Background: an optimization exercise with open tools, aiming at small area. Do not read the settings as production practice. Function was checked by simulation only, so behaviour that the tests miss may differ from the original. Power is estimated from default activity; no workload was simulated.

==> design.v <==
module sseq (
    input  wire        clk,
    input  wire        rst,           
    input  wire        cmd_valid,
    output wire        cmd_ready,
    input  wire [15:0] cmd_word,
    output reg         rsp_valid,
    output reg  [2:0]  rsp_code,
    output reg         bw_valid,
    output wire [7:0]  bw_ba,
    output reg  [7:0]  bw_reg,
    output reg  [7:0]  bw_val,
    input  wire        bw_done,
    input  wire        bw_err,        
    input  wire        tick_ms,
    output wire [7:0]  busaddr_q,
    output wire        init_q,
    output wire        busy_q,
    output wire [2:0]  lasterr_q,
    output wire        errsticky_q
);
    localparam [15:0] MULTIPLIER       = 16'd189;
    localparam [15:0] ZERO_OFFSET      = 16'h0066;
    localparam [7:0]  ANGLE_MAX        = 8'd180;
    localparam [7:0]  BUS_ADDR_DEFAULT = 8'h40;
    localparam [7:0]  CH_BASE          = 8'h08;
    localparam [7:0]  CH_STRIDE        = 8'd4;
    localparam [7:0]  PRESCALE_REG     = 8'hFE;
    localparam [7:0]  PRESCALE_50HZ    = 8'h79;
    localparam [7:0]  ALL_REG0         = 8'hFA;
    localparam [7:0]  ALL_REG1         = 8'hFB;
    localparam [7:0]  ALL_REG2         = 8'hFC;
    localparam [7:0]  ALL_REG3         = 8'hFD;
    localparam [7:0]  MODE_REG         = 8'h00;
    localparam [7:0]  MODE_WAKE        = 8'h01;
    localparam [2:0] C_OK       = 3'd0;
    localparam [2:0] C_ILLEGAL  = 3'd1;
    localparam [2:0] C_BADANGLE = 3'd2;
    localparam [2:0] C_NOTINIT  = 3'd3;
    localparam [6:0] REST_BASE  = 7'd0;   localparam [6:0] REST_LEN  = 7'd8;
    localparam [6:0] STEPF_BASE = 7'd8;   localparam [6:0] STEPF_LEN = 7'd22;
    localparam [6:0] TURNL_BASE = 7'd30;  localparam [6:0] TURNL_LEN = 7'd29;
    localparam [6:0] TURNR_BASE = 7'd59;  localparam [6:0] TURNR_LEN = 7'd29;
    localparam [1:0] K_END   = 2'd0;
    localparam [1:0] K_SET   = 2'd1;    
    localparam [1:0] K_STOP  = 2'd2;    
    localparam [1:0] K_PAUSE = 2'd3;
    localparam [1:0] S_IDLE = 2'd0;
    localparam [1:0] S_RUN  = 2'd1;
    localparam [1:0] S_WBUS = 2'd2;
    localparam [1:0] S_WTMR = 2'd3;
    function [2:0] chan_of;
        input [2:0] ls;
        begin
            case (ls)
                3'd0: chan_of = 3'd5;    
                3'd1: chan_of = 3'd4;    
                3'd2: chan_of = 3'd6;    
                3'd3: chan_of = 3'd7;    
                3'd4: chan_of = 3'd1;    
                3'd5: chan_of = 3'd0;    
                3'd6: chan_of = 3'd2;    
                default: chan_of = 3'd3;  
            endcase
        end
    endfunction
    function [15:0] script_rom;
        input [6:0] a;
        begin
            case (a)
                7'd0:  script_rom = 16'h015A; 7'd1:  script_rom = 16'h035A;
                7'd2:  script_rom = 16'h055A; 7'd3:  script_rom = 16'h075A;
                7'd4:  script_rom = 16'h005A; 7'd5:  script_rom = 16'h025A;
                7'd6:  script_rom = 16'h045A; 7'd7:  script_rom = 16'h065A;
                7'd8:  script_rom = 16'h0796; 7'd9:  script_rom = 16'h0696;
                7'd10: script_rom = 16'h075A; 7'd11: script_rom = 16'h8064;
                7'd12: script_rom = 16'h031E; 7'd13: script_rom = 16'h021E;
                7'd14: script_rom = 16'h035A; 7'd15: script_rom = 16'h8064;
                7'd16: script_rom = 16'h011E; 7'd17: script_rom = 16'h051E;
                7'd18: script_rom = 16'h0096; 7'd19: script_rom = 16'h0496;
                7'd20: script_rom = 16'h015A; 7'd21: script_rom = 16'h055A;
                7'd22: script_rom = 16'h8064; 7'd23: script_rom = 16'h031E;
                7'd24: script_rom = 16'h0796; 7'd25: script_rom = 16'h025A;
                7'd26: script_rom = 16'h065A; 7'd27: script_rom = 16'h035A;
                7'd28: script_rom = 16'h075A; 7'd29: script_rom = 16'h8064;
                7'd30: script_rom = 16'h0187; 7'd31: script_rom = 16'h002D;
                7'd32: script_rom = 16'h8064; 7'd33: script_rom = 16'h015A;
                7'd34: script_rom = 16'h8064; 7'd35: script_rom = 16'h0587;
                7'd36: script_rom = 16'h042D; 7'd37: script_rom = 16'h8064;
                7'd38: script_rom = 16'h055A; 7'd39: script_rom = 16'h8064;
                7'd40: script_rom = 16'h0787; 7'd41: script_rom = 16'h062D;
                7'd42: script_rom = 16'h8064; 7'd43: script_rom = 16'h075A;
                7'd44: script_rom = 16'h8064; 7'd45: script_rom = 16'h0387;
                7'd46: script_rom = 16'h022D; 7'd47: script_rom = 16'h8064;
                7'd48: script_rom = 16'h035A; 7'd49: script_rom = 16'h8064;
                7'd50: script_rom = 16'h015A; 7'd51: script_rom = 16'h035A;
                7'd52: script_rom = 16'h055A; 7'd53: script_rom = 16'h075A;
                7'd54: script_rom = 16'h005A; 7'd55: script_rom = 16'h025A;
                7'd56: script_rom = 16'h045A; 7'd57: script_rom = 16'h065A;
                7'd58: script_rom = 16'h8064;
                7'd59: script_rom = 16'h032D; 7'd60: script_rom = 16'h0287;
                7'd61: script_rom = 16'h8064; 7'd62: script_rom = 16'h035A;
                7'd63: script_rom = 16'h8064; 7'd64: script_rom = 16'h072D;
                7'd65: script_rom = 16'h0687; 7'd66: script_rom = 16'h8064;
                7'd67: script_rom = 16'h075A; 7'd68: script_rom = 16'h8064;
                7'd69: script_rom = 16'h052D; 7'd70: script_rom = 16'h0487;
                7'd71: script_rom = 16'h8064; 7'd72: script_rom = 16'h055A;
                7'd73: script_rom = 16'h8064; 7'd74: script_rom = 16'h012D;
                7'd75: script_rom = 16'h0087; 7'd76: script_rom = 16'h8064;
                7'd77: script_rom = 16'h015A; 7'd78: script_rom = 16'h8064;
                7'd79: script_rom = 16'h015A; 7'd80: script_rom = 16'h035A;
                7'd81: script_rom = 16'h055A; 7'd82: script_rom = 16'h075A;
                7'd83: script_rom = 16'h005A; 7'd84: script_rom = 16'h025A;
                7'd85: script_rom = 16'h045A; 7'd86: script_rom = 16'h065A;
                7'd87: script_rom = 16'h8064;
                default: script_rom = 16'h0000;
            endcase
        end
    endfunction
    reg  [1:0]  state;
    reg  [7:0]  busaddr;
    reg         init;
    reg         busy;
    reg  [2:0]  lasterr;
    reg         errsticky;
    reg  [15:0] cmdl;        
    reg  [2:0]  code;        
    reg         in_init;     
    reg  [7:0]  idx;         
    reg         half;        
    reg  [15:0] tmr;         
    assign cmd_ready   = ~busy;
    assign busy_q      = busy;
    assign busaddr_q   = busaddr;
    assign init_q      = init;
    assign lasterr_q   = lasterr;
    assign errsticky_q = errsticky;
    assign bw_ba       = busaddr;
    wire is_setaddr = (cmd_word & 16'hFF00) == 16'h1000;
    wire is_setch   = (cmd_word & 16'hF800) == 16'h2000;
    wire is_stopch  = (cmd_word & 16'hF8FF) == 16'h3000;
    wire is_stopall = cmd_word == 16'h4000;
    wire is_setlimb = (cmd_word & 16'hF800) == 16'h5000;
    wire is_man     = (cmd_word == 16'h6000) || (cmd_word == 16'h7000) ||
                      (cmd_word == 16'h8000) || (cmd_word == 16'h9000);
    reg [2:0] pre_code;
    always @(*) begin
        if (is_setch || is_setlimb)
            pre_code = (cmd_word[7:0] > ANGLE_MAX) ? C_BADANGLE : C_OK;
        else if (is_stopch || is_stopall)
            pre_code = init ? C_OK : C_NOTINIT;
        else if (is_setaddr || is_man)
            pre_code = C_OK;
        else
            pre_code = C_ILLEGAL;
    end
    wire trig = is_setch || is_setlimb || is_man;
    reg [1:0]  step_kind;
    reg [2:0]  step_ch;      
    reg [7:0]  step_deg;
    reg [15:0] step_ms;
    reg [6:0]  rom_addr;
    reg [15:0] rom_word;
    always @(*) begin
        step_kind = K_END;
        step_ch   = 3'd0;
        step_deg  = 8'd0;
        step_ms   = 16'd0;
        rom_addr  = 7'd0;
        rom_word  = 16'h0000;
        if (code == C_OK) begin
            case (cmdl[15:12])
                4'h2: if (idx == 8'd0) begin             
                    step_kind = K_SET;
                    step_ch   = cmdl[10:8];
                    step_deg  = cmdl[7:0];
                end
                4'h3: if (idx == 8'd0) begin             
                    step_kind = K_STOP;
                    step_ch   = cmdl[10:8];
                end
                4'h4: if (idx < 8'd8) begin              
                    step_kind = K_STOP;
                    step_ch   = idx[2:0];
                end
                4'h5: if (idx == 8'd0) begin             
                    step_kind = K_SET;
                    step_ch   = chan_of(cmdl[10:8]);
                    step_deg  = cmdl[7:0];
                end
                4'h6, 4'h7, 4'h8, 4'h9: begin            
                    case (cmdl[15:12])
                        4'h6: if (idx < REST_LEN)  begin step_kind = K_SET; rom_addr = REST_BASE  + idx[6:0]; end
                        4'h7: if (idx < STEPF_LEN) begin step_kind = K_SET; rom_addr = STEPF_BASE + idx[6:0]; end
                        4'h8: if (idx < TURNL_LEN) begin step_kind = K_SET; rom_addr = TURNL_BASE + idx[6:0]; end
                        default: if (idx < TURNR_LEN) begin step_kind = K_SET; rom_addr = TURNR_BASE + idx[6:0]; end
                    endcase
                    rom_word = script_rom(rom_addr);
                    if (step_kind != K_END) begin
                        if (rom_word[15]) begin
                            step_kind = K_PAUSE;
                            step_ms   = {1'b0, rom_word[14:0]};
                        end else begin
                            step_ch  = chan_of(rom_word[10:8]);
                            step_deg = rom_word[7:0];
                        end
                    end
                end
                default: step_kind = K_END;
            endcase
        end
    end
    wire [23:0] product = step_deg * MULTIPLIER;
    wire [23:0] pulse   = product / 24'd100 + ZERO_OFFSET;
    wire [7:0]  pulse_lo = pulse[7:0];
    wire [7:0]  pulse_hi = (pulse > 24'd255) ? 8'd1 : 8'd0;
    reg [7:0] next_reg;
    reg [7:0] next_val;
    always @(*) begin
        if (in_init) begin
            case (idx[2:0])
                3'd0:    begin next_reg = PRESCALE_REG; next_val = PRESCALE_50HZ; end
                3'd1:    begin next_reg = ALL_REG0;     next_val = 8'h00; end
                3'd2:    begin next_reg = ALL_REG1;     next_val = 8'h00; end
                3'd3:    begin next_reg = ALL_REG2;     next_val = 8'h00; end
                3'd4:    begin next_reg = ALL_REG3;     next_val = 8'h00; end
                default: begin next_reg = MODE_REG;     next_val = MODE_WAKE; end
            endcase
        end else begin
            next_reg = CH_BASE + CH_STRIDE * {5'd0, step_ch} + {7'd0, half};
            if (step_kind == K_SET)
                next_val = half ? pulse_hi : pulse_lo;
            else
                next_val = 8'h00;
        end
    end
    always @(posedge clk) begin
        if (rst) begin
            state     <= S_IDLE;
            busaddr   <= BUS_ADDR_DEFAULT;
            init      <= 1'b0;
            busy      <= 1'b0;
            lasterr   <= C_OK;
            errsticky <= 1'b0;
            cmdl      <= 16'h0000;
            code      <= C_OK;
            in_init   <= 1'b0;
            idx       <= 8'd0;
            half      <= 1'b0;
            tmr       <= 16'd0;
            rsp_valid <= 1'b0;
            rsp_code  <= C_OK;
            bw_valid  <= 1'b0;
            bw_reg    <= 8'h00;
            bw_val    <= 8'h00;
        end else begin
            rsp_valid <= 1'b0;
            case (state)
                S_IDLE: begin
                    if (cmd_valid) begin
                        cmdl    <= cmd_word;
                        code    <= pre_code;
                        busy    <= 1'b1;
                        in_init <= (pre_code == C_OK) && trig && !init;
                        idx     <= 8'd0;
                        half    <= 1'b0;
                        if (is_setaddr)
                            busaddr <= cmd_word[7:0];
                        state   <= S_RUN;
                    end
                end
                S_RUN: begin
                    if (in_init || step_kind == K_SET || step_kind == K_STOP) begin
                        bw_valid <= 1'b1;
                        bw_reg   <= next_reg;
                        bw_val   <= next_val;
                        state    <= S_WBUS;
                    end else if (step_kind == K_PAUSE) begin
                        tmr   <= step_ms;
                        state <= S_WTMR;
                    end else begin
                        rsp_valid <= 1'b1;
                        rsp_code  <= code;
                        lasterr   <= code;
                        if (code != C_OK)
                            errsticky <= 1'b1;
                        busy      <= 1'b0;
                        state     <= S_IDLE;
                    end
                end
                S_WBUS: begin
                    if (bw_done) begin
                        bw_valid <= 1'b0;
                        state    <= S_RUN;
                        if (in_init) begin
                            if (idx == 8'd5) begin
                                init    <= 1'b1;    
                                in_init <= 1'b0;
                                idx     <= 8'd0;
                            end else begin
                                idx <= idx + 8'd1;
                            end
                        end else if (half) begin
                            half <= 1'b0;
                            idx  <= idx + 8'd1;
                        end else begin
                            half <= 1'b1;
                        end
                    end
                end
                S_WTMR: begin
                    if (tmr == 16'd0) begin
                        idx   <= idx + 8'd1;
                        state <= S_RUN;
                    end else if (tick_ms) begin
                        tmr <= tmr - 16'd1;
                    end
                end
            endcase
        end
    end
endmodule
==> run.sh <==
#!/bin/bash
# synth_recipe.tcl (not shown) runs the flow's synth.tcl, then flattens the netlist and writes it again
# the make line also repeats each setting of config.mk as NAME=value (left out here)
make -C /OpenROAD-flow-scripts/flow DESIGN_CONFIG=/design/flow/config.mk WORK_HOME=/design/flow/orfs CLKGATE_MAP_FILE= SYNTH_SCRIPT=/design/flow/synth_recipe.tcl finish
==> config.mk <==
export PLATFORM = sky130hd
export DESIGN_NAME = sseq
export DESIGN_NICKNAME = sseq
export VERILOG_FILES = /design/flow/design.v
export SDC_FILE = /design/flow/constraint.sdc
export NUM_CORES = 4
export LEC_CHECK = 0
export CAP_MARGIN = 20
export CORE_MARGIN = 2
export CORE_UTILIZATION = 40
export SLEW_MARGIN = 20
==> constraint.sdc <==
create_clock -name core_clock -period 20.0 [get_ports {clk}]
set_input_delay 4.0000 -clock core_clock [delete_from_list [all_inputs] [get_ports {clk}]]
set_output_delay 4.0000 -clock core_clock [all_outputs]
set_load 0.01 [all_outputs]
==> flow_summary.yaml <==
timing:
  tightest_slew_ns: 1.132
  relSlewSlack: 0.2451
  fmax_ghz: 0.06400
  hold_viol_final: 0
  grt_setup_unrepaired: "false"
  tns_ns: 0
  clock_skew_ns: 0.005901
  finalSetupViolCount: 0
  min_period_over_period: 0.7813
  period_minus_slack_ns: 15.63
  drv_slew: 0
floorplan:
  core_area_sq_um: 22570
  dieWidth_microns: 155.5
  die_h_microns: 155.5
  dieArea_sq_um: 24190
  start_util: 0.4069
  rows: 55
  ios: 66
routing:
  wirelength_mm: 25.69
  vias: 9318
  dr.pass1.iters: 6
  routedWlPerCell_microns: 16.29
  route.detailed.drc: 0
  ant_nets: 0
  drtIter0Drc: 552
  viasPerCell: 5.909
logic_synthesis:
  synthArstFlopShare: 0
  synth_fa_ha_area_frac: 0.1411
  synth_mux_area_frac: 0.02411
  ys_ff_latch: 75
  synth_edf_count: 0
  synth_compound_area_frac: 0.3083
  synthDistinctLibCells: 98
  netlist_area_sq_um: 9185
  synth_top_family_by_area: "compound AO/OA/AOI/OAI gates"
  yosys_most_used_dff: "dfxtp_1"
  seq_area_frac_synth: 0.1635
  synth_warnings: 1
  synth_xor_area_frac: 0.03719
  yosys.area_share.simple: 0.2625
  synthCells: 1275
  avgSynthCellArea_sq_um: 7.204
finish:
  fillers: 2378
  top_regs: "tmr (16), cmdl (15)"
  register_area_sq_um: 1501
  antenna_cells: 0
  fin_area_sq_um: 10210
  syn2layout_area_growth_pct: 11.18
  fin_nets: 1400
  top_register: "tmr"
  largest_register_ffs: 16
  final_layout_size_suffix_gt1_frac: 0.06347
  multiInputGateArea_sq_um: 7136
setup_path:
  r2r-start: "idx[2]"
  critPathTopFamily: "compound AO/OA/AOI/OAI gates"
  worstPathArrival_ns: 15.85
  worst-path-buf-inv: 8
  crit_path_frequent_cell: "inv_1"
  rr_worst_depth: 54
  crit_slowest_cell: "a311oi_1"
  crit_path_start_kind: "flip-flop"
  r2r_slack_ns: 4.37
  cpPeakStageDelay_ns: 0.84
  cp.required_ns: 20.22
  crit_type: "reg -> reg"
  cp_max_fo: 42
  cp-end-kind: "flip-flop"
  r2r_end: "bw_val[0]"
placement:
  routabilityCongestion: 0.8702
  portBuffers: 62
  place_area_sq_um: 9893
  dp_hpwl_mm: 19.55
power:
  p_leak_nw: 4.083
  p_per_area_nw_per_um2: 53.17
  vdd_drop_max_uv: 47.66
  power_uw: 543.0
status:
  status: "finished clean"
grt:
  grt_pass1_wl_mm: 42.66
  grt_use_total: 0.2081
  grt_max_degree: 68
  antenna_found_initial: 0
  first_global_vias: 8639
  globalRouteOverflowTotal: 0
clock_tree:
  clockBufferDepth: 2
  post_cts.repair.setup_buffers: 0
  cts_hold_buf: 0
  cts.sinks: 75
  root_buffer: "clkbuf_16"
  cts_tree: "built"
  htreeDepth: 3
  cts-resized-gates: 0
  clkLatencyLatePin_ns: 0.34
  cts_buffers: 9
  clk_pin_slew_ns: 0.06
hold_path:
  worst_hold_path_type: "reg -> reg"
  hold_end: "bw_reg[2]"
  whs_path_depth: 2
  hp-start: "bw_reg[2]"
flow_run:
  drv_cap: 0
## how the worst max path moves through the flow
stage / from / endpoint / slack (ns) / depth (start not counted)
3_5_place_dp: idx[6] / bw_val[0] / 4.21 / 53
2_1_floorplan: idx[6] / bw_val[0] / 6.68 / 55
5_1_grt: idx[2] / bw_val[0] / 2.98 / 55
3_3_place_gp: idx[6] / bw_val[0] / 4.20 / 52
6_report: idx[2] / bw_val[0] / 4.37 / 54
4_1_cts: idx[6] / bw_val[0] / 4.21 / 52
## worst register-to-register path, delay by kind of cell, from the launching register on
kind / cells / cell delay [ns]
AO/OA/AOI/OAI: 22 / 6.39
AND/OR/NAND/NOR: 15 / 4.00
adder cells (fa/ha/maj): 6 / 2.72
buffers and inverters: 8 / 1.27
flip-flops: 1 / 0.50
multiplexers: 2 / 0.49
XOR/XNOR: 1 / 0.11
## through the flow
stage | setup WS, ns | cells | util | hold WS, ns
finish | 4.374 | 1577 | 0.4524 | 0.4589
global route | 2.982 | 1577 | 0.4524 | 0.4887
CTS | 4.212 | 1577 | 0.4517 | 0.4631
detailed placement | 4.214 | 1561 | 0.4383 | 0.4547
global placement | 4.195 | 1561 | 0.4383 | 0.4505
floorplan | 6.677 | 1276 | - | 0.4360
## layout make-up
cell class	instances	share of cell area
Inverter	58	0.02132
Tap cell	285	0.03492
Clock inverter	5	0.005881
Sequential cell	75	0.1470
Multi-Input combinational cell	1070	0.6987
Clock buffer	11	0.02377
Timing Repair Buffer	73	0.06837
## layer usage
| metal | up-vias | wire length [microns] | GRT usage |
|---|---|---|---|
| met1 | 4361 | 11960 | 0.2870 |
| met4 | 0 | 468 | 0.04806 |
| met5 | - | 0 | 0 |
| li1 | 4670 | - | - |
| met2 | 262 | 12170 | 0.3542 |
| met3 | 25 | 1097 | 0.01750 |
## layout by cell type, fill, tap and decap left out, types with 6 or more instances in the layout
cell type and instances:
a21o_1 14, ha_1 70, nor3_1 42, fa_1 21, or4_1 6, and3_1 6, xor2_1 14, a21boi_0 6
dfxtp_1 75, nand2b_1 19, a211oi_1 19, o211ai_1 13, nor2b_1 11, nor2_1 160, o21ai_0 70, a31oi_1 14
mux2_2 6, mux2i_1 13, nand4_1 11, o22ai_1 18, clkdlybuf4s50_1 61, nand2_1 155, nand3_1 21, clkbuf_16 9
a22oi_1 11, or3_1 15, xnor2_1 24, and2_1 14, a21oi_1 121, or2_2 7, inv_1 57, nor4_1 18
buf_4 11, a221oi_1 9
## synthesized netlist by cell type, types with 15 or more instances
cell type,n,share of area
nand3_1,21,0.011
clkbuf_1,46,0.019
fa_1,21,0.046
or3_1,15,0.010
buf_4,15,0.012
o21ai_0,70,0.038
nand2b_1,19,0.013
nand2_1,155,0.063
dfxtp_1,75,0.16
ha_1,70,0.095
nor4_1,18,0.012
xnor2_1,25,0.024
a21oi_1,121,0.066
o22ai_1,18,0.012
nor2_1,161,0.066
a211oi_1,19,0.016
nor3_1,42,0.023
inv_1,57,0.023
## cells by family (layout without fill, tap and decap cells)
logic type	count (synthesis)	count (layout)
simple gates	514	514
compound gates	403	403
buf+inv	131	147
fa+ha+maj	91	91
flops	75	75
xor+xnor	39	39
mux	21	21
other cells	1	2
## power by group
group          switching [mW]  internal [mW]
clock                  0.0652          0.101
sequential            0.00455          0.153
combinational           0.141         0.0792

[static timing again, ports no longer ideal]
The results above use ideal ports. As a check the final layout listed here was re-extracted and re-timed, cells and wires unchanged. Step 1 (the two cells are an assumption about what drives the block):
set clk [get_ports {clk}]
set_driving_cell -lib_cell sky130_fd_sc_hd__clkbuf_16 $clk
set_driving_cell -lib_cell sky130_fd_sc_hd__buf_2 [delete_from_list [all_inputs] $clk]
Step 2 times the ports against the registers' clock, not the clock port: input delays grow and output delays shrink by t, the midpoint of the rising clock arrivals with the driver on. a / b / c = ideal / step 1 / step 2; a / b = the first two.
t (ns): 0.364
setup slack, ns: 4.374 / 4.374 / 4.374
worst hold slack (ns): 0.459 / 0.459 / 0.459
worst setup path at the end: register to register
worst data-port slew with drivers (ns): 0.05
After both steps setup and hold are still met in this run. For this run, drivers alone change the setup slack by 0.000 ns; drivers and shift together by 0.000 ns.
